From an optimization exercise on the open Yosys and OpenROAD flow, aimed at small area, a short achievable clock period and few clock cycles per item; shortcuts taken in it are not production practice. In this exercise RTL edits were held to simulation tests only and were not proved equivalent to the original. Power and IR drop assume default switching activity.

<file path="run.sh">
#!/bin/bash
# synth_recipe.tcl (not shown) runs the flow's synth.tcl, then flattens the netlist and writes it again
# the make line also repeats each setting of config.mk as NAME=value (left out here)
make -C /OpenROAD-flow-scripts/flow DESIGN_CONFIG=/design/flow/config.mk WORK_HOME=/design/flow/orfs CLKGATE_MAP_FILE= SYNTH_SCRIPT=/design/flow/synth_recipe.tcl finish
</file>
<file path="config.mk">
export PLATFORM = sky130hd
export DESIGN_NAME = dshot_tlm
export DESIGN_NICKNAME = dshot_tlm
export VERILOG_FILES = /design/flow/design.v
export SDC_FILE = /design/flow/constraint.sdc
export NUM_CORES = 4
export LEC_CHECK = 0
export CAP_MARGIN = 20
export CORE_MARGIN = 2
export CORE_UTILIZATION = 40
export SLEW_MARGIN = 20
</file>
<file path="constraint.sdc">
create_clock -name core_clock -period 10.0 [get_ports {clk}]
set_input_delay 2.0000 -clock core_clock [delete_from_list [all_inputs] [get_ports {clk}]]
set_output_delay 2.0000 -clock core_clock [all_outputs]
set_load 0.01 [all_outputs]
</file>
<file path="design.v">
module dshot_tlm (
    input  wire        clk,
    input  wire        rst,
    input  wire        in_valid,
    output wire        in_ready,
    input  wire        in_first,      
    input  wire        in_last,       
    input  wire [31:0] in_dur,        
    input  wire        in_level,
    input  wire [1:0]  in_motor,      
    input  wire [15:0] in_p,          
    output reg         res_valid,
    output reg  [1:0]  res_motor,
    output reg  [1:0]  res_status,    
    output reg  [11:0] res_value,
    input  wire [1:0]  rd_motor,
    output wire [31:0] rd_tlm_cnt,
    output wire [31:0] rd_tlm_ok_cnt,
    output wire [11:0] rd_tlm_value,
    output wire [15:0] rd_erpm_us,
    output wire        rd_erpm_stopped,
    output wire [63:0] rd_slots
);
    localparam [1:0] ST_OK = 2'd0, ST_NO_EDGE = 2'd1, ST_BAD_GCR = 2'd2, ST_BAD_CSUM = 2'd3;
    localparam [2:0] S_IDLE = 3'd0,    
                     S_DIV  = 3'd1,    
                     S_EMIT = 3'd2,    
                     S_DONE = 3'd3;    
    reg [31:0] tlm_cnt      [0:3];
    reg [31:0] tlm_ok_cnt   [0:3];
    reg [11:0] tlm_value    [0:3];
    reg [15:0] erpm_us      [0:3];
    reg        erpm_stopped [0:3];
    reg [63:0] slots        [0:3];
    assign rd_tlm_cnt      = tlm_cnt[rd_motor];
    assign rd_tlm_ok_cnt   = tlm_ok_cnt[rd_motor];
    assign rd_tlm_value    = tlm_value[rd_motor];
    assign rd_erpm_us      = erpm_us[rd_motor];
    assign rd_erpm_stopped = erpm_stopped[rd_motor];
    assign rd_slots        = slots[rd_motor];
    reg [2:0]  state;
    reg [1:0]  motor;
    reg [15:0] per;           
    reg        no_edge;       
    reg        stopped;       
    reg        last_seen;     
    reg        level;         
    reg [20:0] acc;           
    reg [4:0]  cnt;           
    reg [33:0] dividend;
    reg [33:0] quot;
    reg [17:0] rem;
    reg [5:0]  div_step;
    wire [16:0] divisor = {per, 1'b0};
    wire [17:0] rem_sh  = {rem[16:0], dividend[33]};
    wire [18:0] rem_sub = {1'b0, rem_sh} - {2'b00, divisor};
    wire        sub_ok  = ~rem_sub[18];
    assign in_ready = (state == S_IDLE);
    wire accept = in_valid && in_ready;
    wire [4:0]  room   = 5'd21 - cnt;
    wire [4:0]  run    = (quot > {29'd0, room}) ? room : quot[4:0];
    wire [20:0] run_mask = (21'd1 << run) - 21'd1;
    wire [20:0] acc_next = (acc << run) | (level ? run_mask : 21'd0);
    wire [4:0]  cnt_next = cnt + run;
    wire [4:0]  pad   = 5'd21 - cnt;
    wire [20:0] raw   = (acc << pad) | ((21'd1 << pad) - 21'd1);
    wire [19:0] g     = raw[19:0] ^ raw[20:1];
    function [4:0] gcr_rev;    
        input [4:0] code;
        begin
            case (code)
                5'h19: gcr_rev = 5'h10;
                5'h1B: gcr_rev = 5'h11;
                5'h12: gcr_rev = 5'h12;
                5'h13: gcr_rev = 5'h13;
                5'h1D: gcr_rev = 5'h14;
                5'h15: gcr_rev = 5'h15;
                5'h16: gcr_rev = 5'h16;
                5'h17: gcr_rev = 5'h17;
                5'h1A: gcr_rev = 5'h18;
                5'h09: gcr_rev = 5'h19;
                5'h0A: gcr_rev = 5'h1A;
                5'h0B: gcr_rev = 5'h1B;
                5'h1E: gcr_rev = 5'h1C;
                5'h0D: gcr_rev = 5'h1D;
                5'h0E: gcr_rev = 5'h1E;
                5'h0F: gcr_rev = 5'h1F;
                default: gcr_rev = 5'h00;
            endcase
        end
    endfunction
    wire [4:0]  n3 = gcr_rev(g[19:15]);
    wire [4:0]  n2 = gcr_rev(g[14:10]);
    wire [4:0]  n1 = gcr_rev(g[9:5]);
    wire [4:0]  n0 = gcr_rev(g[4:0]);
    wire        gcr_ok  = n3[4] & n2[4] & n1[4] & n0[4];
    wire [15:0] w16     = {n3[3:0], n2[3:0], n1[3:0], n0[3:0]};
    wire        csum_ok = (w16[3:0] == ~(w16[15:12] ^ w16[11:8] ^ w16[7:4]));
    wire [11:0] v       = w16[15:4];
    wire [1:0]  status = no_edge ? ST_NO_EDGE :
                         !gcr_ok ? ST_BAD_GCR :
                         !csum_ok ? ST_BAD_CSUM : ST_OK;
    wire [15:0] erpm_period = {7'd0, v[8:0]} << v[11:9];
    integer i;
    always @(posedge clk) begin
        if (rst) begin
            state     <= S_IDLE;
            res_valid <= 1'b0;
            res_motor <= 2'd0;
            res_status <= 2'd0;
            res_value <= 12'd0;
            motor     <= 2'd0;
            per       <= 16'd1;
            no_edge   <= 1'b0;
            stopped   <= 1'b0;
            last_seen <= 1'b0;
            level     <= 1'b0;
            acc       <= 21'd0;
            cnt       <= 5'd0;
            dividend  <= 34'd0;
            quot      <= 34'd0;
            rem       <= 18'd0;
            div_step  <= 6'd0;
            for (i = 0; i < 4; i = i + 1) begin
                tlm_cnt[i]      <= 32'd0;
                tlm_ok_cnt[i]   <= 32'd0;
                tlm_value[i]    <= 12'd0;
                erpm_us[i]      <= 16'd0;
                erpm_stopped[i] <= 1'b0;
                slots[i]        <= 64'd0;
            end
        end else begin
            res_valid <= 1'b0;
            case (state)
                S_IDLE: begin
                    if (accept) begin
                        if (in_first) begin
                            motor     <= in_motor;
                            per       <= in_p;
                            acc       <= 21'd0;
                            cnt       <= 5'd0;
                            level     <= in_level;
                            last_seen <= in_last;
                            no_edge   <= in_level || (in_dur == 32'd0);
                            if (in_level || (in_dur == 32'd0)) begin
                                stopped <= 1'b1;
                                state   <= in_last ? S_DONE : S_IDLE;
                            end else begin
                                stopped  <= 1'b0;
                                dividend <= {1'b0, in_dur, 1'b0} + {18'd0, in_p};
                                quot     <= 34'd0;
                                rem      <= 18'd0;
                                div_step <= 6'd0;
                                state    <= S_DIV;
                            end
                        end else begin
                            level     <= in_level;
                            last_seen <= in_last;
                            if (stopped || (in_dur == 32'd0)) begin
                                stopped <= 1'b1;
                                state   <= in_last ? S_DONE : S_IDLE;
                            end else begin
                                dividend <= {1'b0, in_dur, 1'b0} + {18'd0, per};
                                quot     <= 34'd0;
                                rem      <= 18'd0;
                                div_step <= 6'd0;
                                state    <= S_DIV;
                            end
                        end
                    end
                end
                S_DIV: begin
                    rem      <= sub_ok ? rem_sub[17:0] : rem_sh;
                    quot     <= {quot[32:0], sub_ok};
                    dividend <= {dividend[32:0], 1'b0};
                    div_step <= div_step + 6'd1;
                    if (div_step == 6'd33)
                        state <= S_EMIT;
                end
                S_EMIT: begin
                    acc <= acc_next;
                    cnt <= cnt_next;
                    if (cnt_next == 5'd21)
                        stopped <= 1'b1;
                    state <= last_seen ? S_DONE : S_IDLE;
                end
                S_DONE: begin
                    res_valid  <= 1'b1;
                    res_motor  <= motor;
                    res_status <= status;
                    res_value  <= (status == ST_OK) ? v : 12'd0;
                    if (!no_edge) begin
                        tlm_cnt[motor] <= tlm_cnt[motor] + 32'd1;
                        if (status == ST_OK) begin
                            tlm_ok_cnt[motor] <= tlm_ok_cnt[motor] + 32'd1;
                            tlm_value[motor]  <= v;
                            if (v[8]) begin
                                if (v == 12'hFFF) begin
                                    erpm_us[motor]      <= 16'd0;
                                    erpm_stopped[motor] <= 1'b1;
                                end else begin
                                    erpm_us[motor]      <= erpm_period;
                                    erpm_stopped[motor] <= 1'b0;
                                end
                            end else begin
                                slots[motor][8*v[11:9] +: 8] <= v[7:0];
                            end
                        end
                    end
                    state <= S_IDLE;
                end
                default: state <= S_IDLE;
            endcase
        end
    end
endmodule
</file>
==> results.txt <==
- The run finished with no timing, DRC or antenna violations.
- For this design, the slowest cell found on the critical path is or4_1.
- The count of nets left with antenna violations once routing finished came out at 0.
- The final worst clock skew is ~0.034 ns.
- The endpoint of the lowest-slack register-to-register path is slots[1][16].
- The source-to-sink clock delay at the later pin of the worst-skew pair is just under 0.7 ns.
- The TritonCTS clock tree is built.
- The number of enable-type register cells in the synthesized netlist is between 600 and 700.
- In the finished design, the share of the clock period the worst path needs comes to between 80% and 90%.
- The number of iterations in the first detailed-routing pass is 5.
- The synthesis-to-layout area growth is 15.9%.
- The worst hold path terminates at per[14].
- Once the clock tree was built, the resizer swapped 0 gates to a different size.
- The post-placement cell area is between 0.04 and 0.05 mm².
- In the final design database the tool counted ~4000 nets.
- The worst-case reg-to-reg path depth is 20.
- Total power for the finished layout comes to just under 9 mW.
- The first global-routing pass estimated about 190000 µm of wire.
- The deepest level of the CTS H-tree is 3.
- The combined area of all synthesized cells is approximately 0.042 mm².
- The post-detailed-route wirelength per cell is around 24 µm.
- For this run, the top clock speed supported by timing is between 100 and 150 MHz.
- After floorplanning, the core was sized to cover ~0.10 mm².
- The clock transition at the registers of the reported paths is around 0.060 ns.
- The critical path launch point type is a flop.
- The synthesized design spends more area on one cell type than any other, namely edfxtp_1.
- The worst endpoint data arrival time is 8.38 ns.
- The height of the die is 329 µm.
- The die area is between 0.1 and 0.15 mm².
- The clock root buffer is clkbuf_16.
- Hold timing on the final database bottoms out at a slack of around 0.45 ns.
- 233 I/O pins were placed.
- Summing the sequential cell areas from Yosys gives 52.3% of the chip area.
- The fraction of layout instances using a drive strength above 1 is ~14%.
- The number of buffers created by CTS is 87.
- Buffers inserted to repair hold after CTS numbered 0.
- Across all register-to-register paths, the minimum setup slack is about 1.9 ns.
- The share of the synthesized area in the top cell type is around 45%.
- Counting flops with an async set or reset pin after synthesis yields a share of 0%.
- Yosys attributes the largest share of cell area to edfxtp_1, mux4_2, dfxtp_1.
- Walking the worst path, the cells encountered are a21oi_1, xor2_1, buf_4, nor3_1, nand2_1, ha_1, o31ai_1, a211oi_1, or4_1, xor2_1, ha_1, or3_1, or4_1, o211a_1, xnor2_1, xnor3_1, nor4_4, buf_4, nand4_2, o21bai_1.
- The max-slew headroom at the worst pin is 23.0%.
- The cell area after layout is between 0.04 and 0.05 mm².
- The worst hold path passes through 2 cells.
- The average via count per standard cell is roughly 6.
- The post-detailed-placement half-perimeter wirelength is roughly 80000 µm.
- The flop and latch count out of synthesis is between 700 and 800.
- The most used flip-flop cell after synthesis is edfxtp_1.
- Summed over all cells, the static leakage comes to around 16 nW.
- The clock period could shrink to 8.08 ns.
- Measured along the x axis, the die boundary spans around 330 µm.
- The required time reported for the critical path endpoint is ~10 ns.
- In this run the mean area of a mapped cell was approximately 11 µm².
- For this run, the slowest stage of the critical path takes 0.82 ns.
- In this run the most critical hold path is launched from per[14].
- The element type at the critical path end is a flop.
- In this run the worst hold path is classified as flop to flop.
- The final max-slew violation count is 0.
- The number of global-route vias before repair was between 30000 and 40000.
- The remaining global-route overflow is 0.
- For the pin with the worst max-slew slack, the measured transition is 1.15 ns.
- No sink is reached through more buffers than the 3 on the longest clock path.
- The pin count of the biggest net entering global routing is around 120.
- The final count of hold timing violations is 0.
- The number of buffers and inverters on the critical path is 2.
- The kind of cell adding the most delay to the critical path is simple AND/OR/NAND/NOR gates.
- In this run, the number of DRC markers left after iteration 0 of detailed routing was about 3400.
- Setup violations remaining at the end of the flow were counted as 0.
- The final antenna diode count is 0.
- Routability-driven placement finished with a final weighted congestion of ~0.87.
- The synthesized instance count is 3674.
- The effective utilization at floorplan is 40.2%.
- Global routing used between 20 and 25% of the available tracks.
- The number of sinks handled by clock tree synthesis is 788.
- The final layout contains routed wiring with a total length of 124000 µm.
- The number of nets in the synthesized netlist is around 3800.
- The startpoint identified for the worst register-to-register timing path is cnt[3].
- The maximum fanout along the worst path is 27.
- Setup repair after global routing left no endpoint under its margin.
- In the routed design, unresolved DRC markers number 0.
- The setup fix buffers added after clock tree synthesis is 0.
- The number of antenna violations at the first check in global routing is 1.
- For this design the ratio of total power to cell area is between 150 and 200 mW/mm².
- The synthesized netlist contains 89 unique library cells.
- The count of max-cap constraint violations is 0.
- Across all layers, the routed design uses between 30000 and 40000 vias.
- In this run the core area contains 119 standard-cell rows.
- The number of input and output port buffers inserted is between 200 and 250.
- After routing, the total negative slack on setup checks comes to 0 ns.
- The Yosys warning count is 1.
- The critical path is of the flop to flop type.
- IR analysis of the VDD net gives a maximum drop of ~0.13 mV.
per-stage QoR:
stage                     util (%)  setup slack (ns)  cells
final                         46.6              1.92   5254
after global placement        43.8              2.11   5096
after CTS                     46.6              2.00   5254
after detailed placement      43.8              2.02   5096
after global routing          46.6              1.34   5254
after floorplan                  -              2.19   3674
state kept, by name, indices dropped and copies added, names as in the netlist, 4 cells and up, named ones only:
| register | flops |
|---|---|
| erpm_us | 64 |
| dividend | 34 |
| slots | 256 |
| cnt | 5 |
| erpm_stopped | 4 |
| tlm_cnt | 128 |
| tlm_ok_cnt | 128 |
| div_step | 6 |
| tlm_value | 48 |
| acc | 21 |
| quot | 34 |
| per | 16 |
| rem | 17 |
| res_value | 12 |
power breakdown:
group	total (mW)	switching (mW)	leakage, nW	internal [mW]
Combinational	1.59	0.862	7.40	0.732
Clock	3.33	1.39	1.44	1.94
Sequential	3.80	0.0972	7.38	3.71
Total	8.73	2.35	16.2	6.38
worst reg2reg max path, delay by kind of cell, from the launching register on:
family / cells / cell delay [ns]
and+or+nand+nor: 7 / 2.84
AOI/OAI and AO/OA: 5 / 1.62
xor gates and xnor gates: 4 / 1.27
DFF: 1 / 0.67
adders and majority gates: 2 / 0.66
buffers and inverters: 2 / 0.65
cells in the final DEF (no fill, tap or decap), types with 11 or more instances in the layout:
cell	count
a211oi_1	26
a21o_1	14
a21oi_1	109
a22oi_1	63
and2_1	21
and3_1	30
buf_4	83
clkbuf_1	17
clkbuf_16	89
clkdlybuf4s50_1	229
clkinv_1	15
clkinv_2	14
dfxtp_1	156
edfxtp_1	628
ha_1	58
inv_1	96
mux2_2	18
mux2i_1	55
mux4_2	254
nand2_1	287
nand2b_1	25
nand3_1	72
nand4_1	34
nor2_1	595
nor2b_1	19
nor3_1	184
nor4_1	48
o21ai_0	122
o21bai_1	23
o22ai_1	30
o31ai_1	11
o32ai_1	25
or2_2	11
or3_1	23
xnor2_1	70
xor2_1	57
layer usage:
layer,wire length [µm],track usage [%],vias to the layer above,part of all wire (%)
li1,-,-,14000,-
met1,51400,31.5,15600,41
met2,58400,36.2,1335,47
met3,10900,4.40,181,8.8
met4,3260,6.76,0,2.6
met5,0,0,-,0
worst max-delay path by stage:
stage | start | endpoint | slack, ns | cells past startpoint
final | cnt[3] | slots[1][16] | 1.92 | 20
after global routing | cnt[3] | slots[1][18] | 1.34 | 20
after CTS | cnt[3] | tlm_ok_cnt[0][10] | 2.00 | 21
after detailed placement | cnt[3] | tlm_ok_cnt[0][10] | 2.02 | 21
after global placement | cnt[3] | tlm_ok_cnt[0][10] | 2.11 | 21
after floorplan | cnt[2] | tlm_ok_cnt[3][0] | 2.19 | 25
synthesized netlist by cell type (9+ instances only):
master    count
o21ai_0     122
buf_2        23
xor2_1       57
a31o_2       10
edfxtp_1    628
nand4_1      34
nand3_1      73
or2_2        12
nor2b_1      19
ha_1         59
a21oi_1     112
a32oi_1       9
o31ai_1      11
and2_1       21
nor3_1      185
a22oi_1      63
a21o_1       18
nand2_1     287
nor2_1      597
o21a_1        9
mux2_2       18
nand2b_1     29
xnor2_1      70
dfxtp_1     160
nor4_1       48
o21bai_1     24
o32ai_1      25
a31oi_1      10
a211oi_1     26
and3_1       30
inv_1        96
buf_1        33
mux4_2      254
clkbuf_1    230
mux2i_1      55
or3_1        23
o22ai_1      30
logic make-up after synthesis:
| kind of cell | Yosys count | synth area share (%) |
|---|---|---|
| AO/OA/AOI/OAI | 573 | 9.14 |
| XOR/XNOR | 129 | 2.74 |
| adder cells (fa/ha/maj) | 64 | 1.94 |
| buffers and inverters | 392 | 3.57 |
| flip-flops | 788 | 52.3 |
| multiplexers | 327 | 15.3 |
| AND/OR/NAND/NOR | 1401 | 15.0 |
cell type report:
cell class | count | area [µm²]
fill | 9602 | 56100
clock buffer | 112 | 2360
multi-input combinational | 2494 | 18700
clock inverter | 46 | 598
timing repair buffer | 319 | 3030
sequential | 788 | 22100
tap | 1391 | 1740
inverter | 104 | 390
Testbench counts, summed over its fixed seeds: cycles 409,374, captures 960.

-- re-timing with driven ports --
No port has a modelled driver above. Below, the same layout with a new extraction and two added sets of constraints. Step 1: set_driving_cell puts a clkbuf_16 on clk and a buf_2 on each other input, an assumption about the parent block. Step 2 times the ports against the registers' clock, not the clock port: input delays grow and output delays shrink by t, the midpoint of the rising clock arrivals with the driver on. a / b / c = no drivers / after step 1 / after step 2; a / b = the first two.
shift t [ns]: 0.725
setup WS [ns]: 1.921 / 1.921 / 1.921
cell pins on the clock port's net: 1
After both steps setup and hold are still met in this run. For this run, drivers alone change the setup slack by 0.000 ns; drivers and shift together by 0.000 ns.
